This design comes from an exercise in tuning for small area, a short achievable clock period and few clock cycles on the open sky130 flow, not from production work.
The RTL was checked by simulation tests, not by an equivalence proof against the original design.
No activity file was given, so power comes from the tool's default toggle rates.

==> flow/design.v (excerpt) <==
module an400_tx (
    input  wire         clk,
    input  wire         rst,           
    input  wire         cmd_valid,
    output wire         cmd_ready,
    input  wire [3:0]   cmd_op,
    input  wire         cmd_ext,
    input  wire [28:0]  cmd_id,
    input  wire [3:0]   cmd_dlc,
    input  wire [63:0]  cmd_data,
    input  wire [39:0]  cmd_regs,
    input  wire [31:0]  cmd_ts,
    output reg          rsp_valid,
    output reg  [3:0]   rsp_code,
    output reg          pkt_valid,
    output reg          pkt_framed,
    output wire [303:0] pkt_data
);
Size: roughly 2900 cells after synthesis, roughly 550 flip-flops, about 34000 sq um of cells after synthesis.
export LEC_CHECK = 0
export CAP_MARGIN = 20
export CORE_MARGIN = 2
export CORE_UTILIZATION = 40
export SLEW_MARGIN = 20
create_clock -name core_clock -period 35.0 [get_ports {clk}]
standard.sh (not shown) runs the stock make flow with config.mk's settings and CLKGATE_MAP_FILE= SYNTH_SCRIPT=/design/flow/synth_recipe.tcl, a recipe that flattens the netlist after the stock synthesis.
==> flow/flow/run.sh <==
#!/bin/bash
set -euo pipefail
bash standard.sh "BUFFER_PORTS_ARGS=-buffer_cell sky130_fd_sc_hd__buf_2" \
    SETUP_SLACK_MARGIN=27 finish > flow.log 2>&1
The baseline ran to the end with no violations.
Testbench counts at the start, summed over its fixed seeds: cycles 24,016.
Edit:
==> flow/run.sh (new file) <==
#!/bin/bash
# synth_recipe.tcl (not shown) runs the flow's synth.tcl, then flattens the netlist and writes it again
# the make line also repeats each setting of config.mk as NAME=value (left out here)
make -C /OpenROAD-flow-scripts/flow DESIGN_CONFIG=/design/flow/config.mk WORK_HOME=/design/flow/orfs CLKGATE_MAP_FILE= SYNTH_SCRIPT=/design/flow/synth_recipe.tcl finish
removed: flow/flow/run.sh
removed: flow/standard.sh
=> The new run finished clean; global-route usage is lower by 0.55 points; critical path depth is lower by 1; worst hold slack got worse by 0.0043 ns; first-iteration DRC count is lower by 7.6%; worst setup slack got worse by 1.2 ns; design area is lower by 1.3%; core utilization is lower by 0.67 points; sequential power barely changes; non-clock buffer count is lower by 99; register-to-register slack got worse by 0.33 ns.
Edit:
==> flow/flow/run.sh (new file) <==
#!/bin/bash
# Standard ORFS layout (the standard.sh, standard synthesis unchanged),
# with repair_timing asked for a larger setup margin so that the resizer
# shortens the paths instead of stopping once the 35 ns clock is met.
set -euo pipefail
bash standard.sh SETUP_SLACK_MARGIN=26 finish > flow.log 2>&1
==> flow/standard.sh (new file) <==
#!/bin/bash
# synth_recipe.tcl (not shown) runs the flow's synth.tcl, then flattens the netlist and writes it again
# the make line also repeats each setting of config.mk as NAME=value (left out here)
make -C /OpenROAD-flow-scripts/flow DESIGN_CONFIG=/design/flow/config.mk WORK_HOME=/design/flow/orfs CLKGATE_MAP_FILE= SYNTH_SCRIPT=/design/flow/synth_recipe.tcl "${@:-finish}"
removed: flow/run.sh
=>
- The changed run finished clean
- power rises by a few percent
- routed wire length is higher by a few percent
- register-to-register slack loses 0.04 ns
- die area is unchanged
- setup slack improved by 0.92 ns
- global-route usage goes up by 0.68 points
- cell area goes up slightly
- fmax is higher by roughly a tenth
- synthesized cell count does not change

---

== v17 ==
Another version of the RTL of an400_tx (not shown whole).
Size in the first run: ~2900 cells after synthesis.
==> flow/design.v (excerpt) <==
module an400_tx (
    input  wire         clk,
    input  wire         rst,           
    input  wire         cmd_valid,
    output wire         cmd_ready,
    input  wire [3:0]   cmd_op,
    input  wire         cmd_ext,
    input  wire [28:0]  cmd_id,
    input  wire [3:0]   cmd_dlc,
    input  wire [63:0]  cmd_data,
    input  wire [39:0]  cmd_regs,
    input  wire [31:0]  cmd_ts,
    output reg          rsp_valid,
    output reg  [3:0]   rsp_code,
    output reg          pkt_valid,
    output reg          pkt_framed,
    output wire [303:0] pkt_data
);
export LEC_CHECK = 0
export CAP_MARGIN = 20
export CORE_MARGIN = 2
export CORE_UTILIZATION = 60
export CTS_BUF_LIST = sky130_fd_sc_hd__clkbuf_4 sky130_fd_sc_hd__clkbuf_8
export SLEW_MARGIN = 20
create_clock -name core_clock -period 35.0 [get_ports {clk}]
==> flow/flow/run.sh <==
#!/bin/bash
set -euo pipefail
bash standard.sh "BUFFER_PORTS_ARGS=-buffer_cell sky130_fd_sc_hd__buf_2" \
    SETUP_SLACK_MARGIN=26.3 finish > flow.log 2>&1
The flow did not stop early for v17: all stages ran, and the layout cleared the timing, DRC and antenna checks.
Testbench counts of v17, summed over its fixed seeds: cycles 24,016.
Modified inputs, v39 compared to v17
Settings: CORE_UTILIZATION changed from 60 to 70; CTS_BUF_LIST removed (was sky130_fd_sc_hd__clkbuf_4 sky130_fd_sc_hd__clkbuf_8).
- Between v17 and v39, worst hold slack increased.
- The worst-skew pair later-pin latency in v39 sits 0.07 ns below the value recorded for v17.
- v39 ends up with a met3 usage in global routing that is 1.7 points higher than in v17.
- v17 leaves less setup margin than v39.
- v39 vs v17 — switching component of the power rose 0.64%.
- Final area (v39 vs. v17) decreases slightly
- Time the final worst path needs with I/O delays and setup, v39 and v17: higher on v17
- Between v39 and v17, the difference in non-clock buffer count is negligible.
- When v39 is set beside v17, its portion of total power attributed to the clock network turns out to be 1.0 points larger.
- Total wire length delta for v39 relative to v17: 2.0% higher
- On v39: met1 track demand over resource in global routing is 6.6 points higher than what v17 gave.
Changes in v42 relative to v39:
Settings: CTS_CLUSTER_SIZE now 24, previously not set; CORE_UTILIZATION now 60, was 70; CTS_BUF_LIST now sky130_fd_sc_hd__clkbuf_8, previously not set.
Notes after the runs:
Final area: v39 vs v42, no meaningful difference. Between v39 and v42, the slew at the pin with the worst max-slew slack does not differ in any meaningful way. v42: met3 layer wire length in the routed design about 24% below v39. Against v39, power in v42 came out better. What v39 reported for count of instances resized after the clock tree is built has to be multiplied by 1.5 to get the figure for v42. Between v39 and v42, the flow reports wire length of the first global-routing pass decreasing slightly. The final layouts of v39 and v42 pass the timing, DRC and antenna checks. Between v39 and v42, the minimum setup slack in the final design is higher for v39. Relative contribution of the clock network to total power, v39 and v42: higher on v39. v42 vs. v39: register clock-pin slew on the reported worst setup and hold paths roughly the same; sequential share of power higher; share of layout cells above drive strength 1 higher.

## static timing again, ports no longer ideal
How much do the figures lean on ideal ports? The routed layouts below were timed once more, with nothing changed but the port constraints.
Step 1 sets driving cells, clkbuf_16 on the clock port and buf_2 on the other inputs (assumed; they add their load-dependent delay and slew).
Step 2 times the ports against the registers' clock, not the clock port: input delays grow and output delays shrink by t, the midpoint of the rising clock arrivals with the driver on.
a / b / c = ideal / step 1 / step 2; a / b = the first two.
run	t (ns)	slack for setup (ns)	clock arrival spread, ns
the first run of note 1	0.668	26.214 / 26.147 / 26.488	0.033 / 0.032
the second run of note 1	0.706	25.008 / 24.940 / 25.646	0.044 / 0.045
the third run of note 1	0.705	25.926 / 25.862 / 26.093	0.034 / 0.035
v17	0.754	26.340 / 26.283 / 26.222	0.031 / 0.031
v39	0.690	26.349 / 26.286 / 26.550	0.035 / 0.035
v42	0.750	26.330 / 26.274 / 26.284	0.029 / 0.029
After both steps setup and hold are still met in every run listed. For v17, which loses most, drivers alone change the setup slack by -0.057 ns; drivers and shift together by -0.118 ns.
